Source: an optimization exercise on an open RTL-to-GDS flow (aim: small area and a short achievable clock period). Production flows keep margins and buffers that such runs may drop.
Only simulation tests tie the RTL to the original design; equivalence was not proved.
Power is estimated from default activity; no workload was simulated.

<file path="run.sh">
#!/bin/bash
# synth_recipe.tcl (not shown) runs the flow's synth.tcl, then flattens the netlist and writes it again
# the make line also repeats each setting of config.mk as NAME=value (left out here)
make -C /OpenROAD-flow-scripts/flow DESIGN_CONFIG=/design/flow/config.mk WORK_HOME=/design/flow/orfs CLKGATE_MAP_FILE= SYNTH_SCRIPT=/design/flow/synth_recipe.tcl finish
</file>
<file path="config.mk">
export PLATFORM = sky130hd
export DESIGN_NAME = daisy_core
export DESIGN_NICKNAME = daisy_core
export VERILOG_FILES = /design/flow/design.v
export SDC_FILE = /design/flow/constraint.sdc
export NUM_CORES = 4
export LEC_CHECK = 0
export CAP_MARGIN = 20
export CORE_MARGIN = 2
export CORE_UTILIZATION = 40
export SLEW_MARGIN = 20
</file>
<file path="constraint.sdc">
create_clock -name core_clock -period 3.5 [get_ports {clk}]
set_input_delay 0.7000 -clock core_clock [delete_from_list [all_inputs] [get_ports {clk}]]
set_output_delay 0.7000 -clock core_clock [all_outputs]
set_load 0.01 [all_outputs]
</file>
<file path="design.v">
module daisy_core (
    input  wire       clk,
    input  wire       rst,             
    input  wire       op_valid,
    input  wire [3:0] op,
    output wire       cmd_ready,       
    output wire       rx_active,       
    output wire       hop_request,     
    output reg        rdata_valid,
    output reg  [7:0] rdata,
    output reg        radio_req,
    output reg        radio_channel,
    output reg        sink_byte_valid,
    output reg  [7:0] sink_byte,
    output reg        sink_commit,
    output reg        sink_begin,
    output reg        sink_begin_chan
);
    localparam [2:0] PH_OFF     = 3'd0;
    localparam [2:0] PH_RESET   = 3'd1;
    localparam [2:0] PH_WAITPRE = 3'd2;
    localparam [2:0] PH_WAITSTA = 3'd3;
    localparam [2:0] PH_PREFETCH= 3'd4;
    localparam [2:0] PH_PAYLOAD = 3'd5;
    localparam [2:0] PH_HOP     = 3'd6;
    localparam [2:0] ERR_NONE    = 3'd0;
    localparam [2:0] ERR_NOSTART = 3'd1;
    localparam [2:0] ERR_STUFF   = 3'd2;
    localparam [2:0] ERR_NOEND   = 3'd3;
    localparam [2:0] ERR_CRC     = 3'd4;
    localparam [1:0] RW_IDLE  = 2'd0;
    localparam [1:0] RW_START = 2'd1;
    localparam [1:0] RW_HOP   = 2'd2;
    localparam [3:0] OP_START    = 4'h2;
    localparam [3:0] OP_STOP     = 4'h3;
    localparam [3:0] OP_SERVICE  = 4'h4;
    localparam [3:0] OP_RDONE    = 4'h5;
    localparam [3:0] OP_RD_PHASE = 4'h8;
    localparam [3:0] OP_RD_CHAN  = 4'h9;
    localparam [3:0] OP_RD_TAG   = 4'hA;
    localparam [3:0] OP_TAKE_ERR = 4'hB;
    localparam [15:0] PAT_PREAMBLE = 16'h5555;
    localparam [7:0]  PAT_FLAG     = 8'h7E;
    localparam [15:0] CRC_POLY     = 16'h8408;
    localparam [15:0] CRC_INIT     = 16'hFFFF;
    localparam [15:0] CRC_RESIDUAL = 16'hF0B8;
    reg [2:0]  phase;
    reg [15:0] shift_register;
    reg [15:0] bit_counter;
    reg [2:0]  ones_run;
    reg [7:0]  byte_accumulator;
    reg [15:0] crc;
    reg        prev_encoded_bit;
    reg        prev_decoded_bit;
    reg        channel;
    reg [2:0]  last_error;
    reg [5:0]  message_type_tag;
    reg [1:0]  radio_wait;
    reg [2:0]  phase_n;
    reg [15:0] shift_register_n;
    reg [15:0] bit_counter_n;
    reg [2:0]  ones_run_n;
    reg [7:0]  byte_accumulator_n;
    reg [15:0] crc_n;
    reg        prev_encoded_bit_n;
    reg        prev_decoded_bit_n;
    reg        channel_n;
    reg [2:0]  last_error_n;
    reg [5:0]  message_type_tag_n;
    reg [1:0]  radio_wait_n;
    reg        rdata_valid_n;
    reg [7:0]  rdata_n;
    reg        radio_req_n;
    reg        radio_channel_n;
    reg        sink_byte_valid_n;
    reg [7:0]  sink_byte_n;
    reg        sink_commit_n;
    reg        sink_begin_n;
    reg        sink_begin_chan_n;
    reg        d;
    reg        b;
    reg        do_reset;
    assign cmd_ready   = (radio_wait == RW_IDLE);
    assign rx_active   = (phase != PH_OFF);
    assign hop_request = (phase == PH_HOP) && (radio_wait == RW_IDLE);
    always @* begin
        phase_n            = phase;
        shift_register_n   = shift_register;
        bit_counter_n      = bit_counter;
        ones_run_n         = ones_run;
        byte_accumulator_n = byte_accumulator;
        crc_n              = crc;
        prev_encoded_bit_n = prev_encoded_bit;
        prev_decoded_bit_n = prev_decoded_bit;
        channel_n          = channel;
        last_error_n       = last_error;
        message_type_tag_n = message_type_tag;
        radio_wait_n       = radio_wait;
        rdata_valid_n      = 1'b0;
        rdata_n            = 8'h00;
        radio_req_n        = 1'b0;
        radio_channel_n    = 1'b0;
        sink_byte_valid_n  = 1'b0;
        sink_byte_n        = 8'h00;
        sink_commit_n      = 1'b0;
        sink_begin_n       = 1'b0;
        sink_begin_chan_n  = 1'b0;
        d        = 1'b0;
        b        = 1'b0;
        do_reset = 1'b0;
        if (op_valid) begin
            if (op[3:1] == 3'b000) begin
                d                  = ~(prev_encoded_bit ^ op[0]);
                prev_encoded_bit_n = op[0];
                shift_register_n   = {d, shift_register[15:1]};
                case (phase)
                    PH_RESET: begin
                        do_reset = 1'b1;
                    end
                    PH_WAITPRE: begin
                        bit_counter_n = bit_counter + 16'd1;
                        if (shift_register_n == PAT_PREAMBLE) begin
                            bit_counter_n = 16'd0;
                            phase_n       = PH_WAITSTA;
                        end else if (bit_counter_n >= 16'd6 && d == prev_decoded_bit) begin
                            phase_n = PH_HOP;
                        end
                    end
                    PH_WAITSTA: begin
                        bit_counter_n = bit_counter + 16'd1;
                        if (shift_register_n[15:8] == PAT_FLAG) begin
                            bit_counter_n = 16'd0;
                            phase_n       = PH_PREFETCH;
                        end else if (bit_counter_n >= 16'd16) begin
                            last_error_n = ERR_NOSTART;
                            do_reset     = 1'b1;
                        end
                    end
                    PH_PREFETCH: begin
                        bit_counter_n = bit_counter + 16'd1;
                        if (bit_counter_n == 16'd8) begin
                            message_type_tag_n = shift_register_n[15:10];
                            bit_counter_n      = 16'd0;
                            ones_run_n         = 3'd0;
                            byte_accumulator_n = 8'h00;
                            crc_n              = CRC_INIT;
                            phase_n            = PH_PAYLOAD;
                        end
                    end
                    PH_PAYLOAD: begin
                        b = shift_register_n[7];
                        if (ones_run == 3'd5 && b) begin
                            last_error_n = ERR_STUFF;
                            do_reset     = 1'b1;
                        end else begin
                            if (ones_run == 3'd5) begin
                                ones_run_n = 3'd0;
                            end else begin
                                byte_accumulator_n = {b, byte_accumulator[7:1]};
                                if (b ^ crc[0])
                                    crc_n = {1'b0, crc[15:1]} ^ CRC_POLY;
                                else
                                    crc_n = {1'b0, crc[15:1]};
                                ones_run_n    = b ? ones_run + 3'd1 : 3'd0;
                                bit_counter_n = bit_counter + 16'd1;
                                if (bit_counter_n[2:0] == 3'd0) begin
                                    sink_byte_valid_n  = 1'b1;
                                    sink_byte_n        = byte_accumulator_n;
                                    byte_accumulator_n = 8'h00;
                                end
                            end
                            if (shift_register_n[15:8] == PAT_FLAG) begin
                                if (crc_n != CRC_RESIDUAL)
                                    last_error_n = ERR_CRC;
                                else
                                    sink_commit_n = 1'b1;
                                do_reset = 1'b1;
                            end else if (bit_counter_n > 16'd1020) begin
                                last_error_n = ERR_NOEND;
                                do_reset     = 1'b1;
                            end
                        end
                    end
                    default: begin
                    end
                endcase
                prev_decoded_bit_n = d;
            end else if (op == OP_RDONE) begin
                if (radio_wait != RW_IDLE) begin
                    if (radio_wait == RW_START || phase == PH_HOP)
                        do_reset = 1'b1;
                    radio_wait_n = RW_IDLE;
                end
            end else if (radio_wait == RW_IDLE) begin
                case (op)
                    OP_START: begin
                        radio_req_n     = 1'b1;
                        radio_channel_n = channel;
                        radio_wait_n    = RW_START;
                    end
                    OP_STOP: begin
                        phase_n = PH_OFF;
                    end
                    OP_SERVICE: begin
                        if (phase == PH_HOP) begin
                            channel_n       = ~channel;
                            radio_req_n     = 1'b1;
                            radio_channel_n = ~channel;
                            radio_wait_n    = RW_HOP;
                        end
                    end
                    OP_RD_PHASE: begin
                        rdata_valid_n = 1'b1;
                        rdata_n       = {5'd0, phase};
                    end
                    OP_RD_CHAN: begin
                        rdata_valid_n = 1'b1;
                        rdata_n       = {7'd0, channel};
                    end
                    OP_RD_TAG: begin
                        rdata_valid_n = 1'b1;
                        rdata_n       = {2'd0, message_type_tag};
                    end
                    OP_TAKE_ERR: begin
                        rdata_valid_n = 1'b1;
                        rdata_n       = {5'd0, last_error};
                        last_error_n  = ERR_NONE;
                    end
                    default: begin
                    end
                endcase
            end
        end
        if (do_reset) begin
            shift_register_n  = 16'h0000;
            bit_counter_n     = 16'd0;
            phase_n           = PH_WAITPRE;
            sink_begin_n      = 1'b1;
            sink_begin_chan_n = channel;
        end
    end
    always @(posedge clk) begin
        if (rst) begin
            phase            <= PH_OFF;
            shift_register   <= 16'h0000;
            bit_counter      <= 16'd0;
            ones_run         <= 3'd0;
            byte_accumulator <= 8'h00;
            crc              <= 16'h0000;
            prev_encoded_bit <= 1'b0;
            prev_decoded_bit <= 1'b0;
            channel          <= 1'b0;
            last_error       <= ERR_NONE;
            message_type_tag <= 6'd0;
            radio_wait       <= RW_IDLE;
            rdata_valid      <= 1'b0;
            rdata            <= 8'h00;
            radio_req        <= 1'b0;
            radio_channel    <= 1'b0;
            sink_byte_valid  <= 1'b0;
            sink_byte        <= 8'h00;
            sink_commit      <= 1'b0;
            sink_begin       <= 1'b0;
            sink_begin_chan  <= 1'b0;
        end else begin
            phase            <= phase_n;
            shift_register   <= shift_register_n;
            bit_counter      <= bit_counter_n;
            ones_run         <= ones_run_n;
            byte_accumulator <= byte_accumulator_n;
            crc              <= crc_n;
            prev_encoded_bit <= prev_encoded_bit_n;
            prev_decoded_bit <= prev_decoded_bit_n;
            channel          <= channel_n;
            last_error       <= last_error_n;
            message_type_tag <= message_type_tag_n;
            radio_wait       <= radio_wait_n;
            rdata_valid      <= rdata_valid_n;
            rdata            <= rdata_n;
            radio_req        <= radio_req_n;
            radio_channel    <= radio_channel_n;
            sink_byte_valid  <= sink_byte_valid_n;
            sink_byte        <= sink_byte_n;
            sink_commit      <= sink_commit_n;
            sink_begin       <= sink_begin_n;
            sink_begin_chan  <= sink_begin_chan_n;
        end
    end
endmodule
</file>
==> run notes <==
[synthesized netlist by cell type, types with 3 or more instances]
cell type	instances	area, sq um
dfxtp_1	95	1900
nand2_1	71	267
nor2_1	63	236
a21oi_1	44	220
clkbuf_1	33	124
nand3_1	20	100
o21ai_0	20	100
nor3_1	19	95.1
mux2i_1	15	150
inv_1	14	52.6
o221a_2	14	158
and2_1	13	81.3
nand4_1	13	81.3
and3_1	12	75.1
a211oi_1	9	67.6
a31oi_1	9	56.3
or3_1	9	56.3
a22oi_1	8	60.1
nor4_1	8	50.1
xor2_1	8	70.1
ha_1	7	87.6
xnor2_1	7	61.3
a311oi_1	6	52.6
and4_1	6	52.6
buf_2	6	30.0
o2111ai_1	5	43.8
a2bb2oi_1	4	35.0
buf_4	4	30.0
nor4bb_1	4	40.0
o211a_1	4	40.0
a32oi_1	3	26.3
buf_1	3	11.3
nand2b_1	3	18.8
nand3b_1	3	22.5
nor2b_1	3	18.8
o22ai_1	3	18.8
o31a_1	3	26.3
o31ai_1	3	22.5
or4_1	3	22.5
[registers in the layout (all words and copies together), names as in the netlist]
| name | cells |
|---|---|
| sink_begin_chan | 1 |
| radio_wait | 2 |
| sink_begin | 1 |
| sink_commit | 1 |
| byte_accumulator | 7 |
| rdata | 6 |
| shift_register | 15 |
| radio_channel | 1 |
| last_error | 3 |
| phase | 3 |
| ones_run | 3 |
| crc | 16 |
| sink_byte | 8 |
| sink_byte_valid | 1 |
| message_type_tag | 6 |
| rdata_valid | 1 |
| bit_counter | 16 |
| prev_encoded_bit | 1 |
| radio_req | 1 |
| channel | 1 |
| prev_decoded_bit | 1 |
[per-layer routing]
layer  track usage [%]  wire length (um)  vias to the layer above
li1                  -                 -                     2371
met1              27.7              6350                     2298
met2              33.1              6340                      144
met3              4.12               723                       27
met4              8.16               317                        0
met5                 0                 0                        -
[stage by stage]
stage                     area (sq um)  power, mW  util, %
after detailed placement          5710       1.18     45.4
after floorplan                   5130       1.15        -
final                             6050       2.16     48.1
after global routing              6050       2.23     48.1
after global placement            5710       1.18     45.4
after CTS                         6020       2.18     47.9
[worst max-delay path by stage]
stage,end,depth (start not counted),start,slack (ns)
after floorplan,phase[0],9,bit_counter[11],0.51
after global placement,bit_counter[8],12,bit_counter[1],0.20
after detailed placement,phase[0],9,bit_counter[1],0.11
after CTS,phase[0],9,bit_counter[1],0.10
after global routing,bit_counter[9],11,bit_counter[5],0.04
final,phase[0],9,bit_counter[4],0.24
[what timing repair did]
action | in CTS | in global routing
hold buffers | 0 | 0
resized for setup | 0 | 4
setup buffers | 0 | 2
endpoints found under the setup margin | 0 | 47
[cells by family (layout without fill, tap and decap cells)]
logic type                 Yosys count  in the layout
AOI/OAI and AO/OA                  158            158
xor gates and xnor gates            15             15
adders and majority gates            7              7
buffers and inverters               64             99
DFF                                 95             95
muxes                               15             15
other                                1              2
and+or+nand+nor                    271            271
[final cells by class]
class / instances / area [sq um]
clock inverters: 2 / 38.8
flip-flops and latches: 95 / 1900
multi-input cells: 468 / 2970
fillers: 1215 / 6520
well taps: 172 / 215
clock buffers: 13 / 270
repair buffers: 69 / 593
inverters: 15 / 56.3
[worst reg2reg max path, cell delays in order (launching register included)]
cell	delay, ns
dfxtp_1	0.59
nand3_1	0.22
nor4_1	0.33
buf_4	0.18
xor2_1	0.08
or4_4	0.53
or4_4	0.56
nand2_4	0.09
or4b_1	0.44
a21oi_1	0.17
[power by group]
part	switching [mW]	leakage, nW	internal [mW]	total [mW]
combinational	0.0462	1.25	0.0239	0.0701
clock	0.398	0.152	0.609	1.01
sequential	0.00132	0.765	1.08	1.08
total	0.445	2.17	1.72	2.16
==> results.json <==
{
  "antenna_cells": 0,
  "cts_sinks": 95,
  "drive_gt1_share_pct": 12.8,
  "gp_congestion": 0.977,
  "io_buffers": 30,
  "design.portCount": 33,
  "drtIter0Drc": 406,
  "grt_pass1_vias": 4455,
  "final_common_cell": "dfxtp_1",
  "worstHoldStart": "byte_accumulator[1]",
  "path_buf_inv": 1,
  "synth-seq-area-share_pct": 37.1,
  "routed_via_density": 5.80,
  "syn_area_sq_um": 5120,
  "start_kind": "flop",
  "grt_pass1_wl_mm": 22.3,
  "critical_path.max_stage_delay_ns": 0.59,
  "cp_slowest_cell": "dfxtp_1",
  "cts_buffer_depth": 2,
  "path_delay_family": "simple AND/OR/NAND/NOR gates",
  "timing.final.crit_share_pct": 93.0,
  "rows": 41,
  "syn_to_final_growth_pct": 18.0,
  "synth_warnings": 1,
  "final_cell_mix": "dfxtp_1, nand2_1, nor2_1",
  "power.leakage_nw": 2.17,
  "cts_root_buf": "clkbuf_16",
  "r2r-end": "phase[0]",
  "fmax_mhz": 307,
  "vias": 4840,
  "cp.arrival_ns": 3.53,
  "hold_viol": 0,
  "cts_tree": "yes",
  "grt_usage_pct": 20.8,
  "final_cells": 834,
  "synth_edf_count": 0,
  "synth_compound_area_share_pct": 22.3,
  "die_h_um": 117,
  "synth_ff_type": "dfxtp_1",
  "clock_latency_ns": 0.35,
  "rr_startpoint": "bit_counter[4]",
  "die_w_um": 117,
  "skew_ns": 0.00738,
  "syn_inst": 626,
  "crit_top_cell": "or4_4",
  "drc": 0,
  "core_area_sq_um": 12600,
  "layout_min_cycle_time_ns": 3.26,
  "pre_cts_slack_ns": 0.112,
  "worstPathRequired_ns": 3.77,
  "clk_pin_slew_ns": 0.07,
  "cap_viol_max_count": 0,
  "setup_tns_ns": 0,
  "hold_depth": 1,
  "grt_max_degree": 30,
  "htreeDepth": 3,
  "avgRoutedWirePerCell_um": 16.5,
  "synth.avg_cell_area_sq_um": 8.19,
  "start_util_pct": 40.8,
  "criticalPathCategory": "flop to flop",
  "ff2ff_setup_slack_ns": 0.24,
  "setup_viol": 0,
  "ant_nets": 0,
  "numCtsBuffers": 9,
  "synth.mux.area_fraction_pct": 2.93,
  "rsz0062_at_grt": "false",
  "tightest_slew_ns": 0.700,
  "cp_max_fo": 12,
  "nNetsFinal": 672,
  "overflow": 0,
  "reg2regPathDepth": 9,
  "hp-class": "flop to flop",
  "dieArea_sq_um": 13700,
  "slew_violations": 0,
  "wl_mm": 13.7,
  "dp.cells": 817,
  "crit_path_end_kind": "flop",
  "worstPathCellList": "nand3_1 > nor4_1 > buf_4 > xor2_1 > or4_4 > or4_4 > nand2_4 > or4b_1 > a21oi_1",
  "synth_seq_cells": 95,
  "synthSimpleGateAreaFrac_pct": 28.0,
  "synthXorXnorAreaFrac_pct": 2.56,
  "p_per_area_nw_per_um2": 357,
  "holdWs_ns": 0.462,
  "antenna_found_initial": 0,
  "holdPathEnd": "sink_byte[0]",
  "ir_drop_mv": 0.164,
  "setup_ws_ns": 0.244,
  "dp_hpwl_mm": 9.93,
  "synth.distinct_cells": 79,
  "drtPass1Iterations": 5,
  "synth_top_family_by_area": "simple AND/OR/NAND/NOR gates",
  "async_reset_ff_share_pct": 0,
  "max_slew_margin_pct": 52.9,
  "synth_fa_ha_area_share_pct": 1.71,
  "outcome": "complete, no violations"
}

## static timing again, ports no longer ideal
The flow's constraints put no driver on any port. The routed layout listed below was extracted and timed again, unchanged, in two steps.
Step 1: set_driving_cell puts a clkbuf_16 on clk and a buf_2 on each other input, an assumption about the parent block.
Step 2 moves the port delays by t, midway between the first and last clock arrival at a register: inputs arrive t later, outputs are due t later. That takes back most of the time a late clock gives input paths.
Slacks: ideal ports / drivers / drivers and shift; pairs: ideal ports / drivers.
t (ns): 0.388
slack for setup (ns): 0.244 / 0.244 / 0.244
worst setup path at the end: register to register
worst slew at a driven data input, ns: 0.03
pins driven straight from the clock port: 1
After both steps this run still meets setup and hold. For this run, drivers alone change the setup slack by 0.000 ns; drivers and shift together by 0.000 ns.
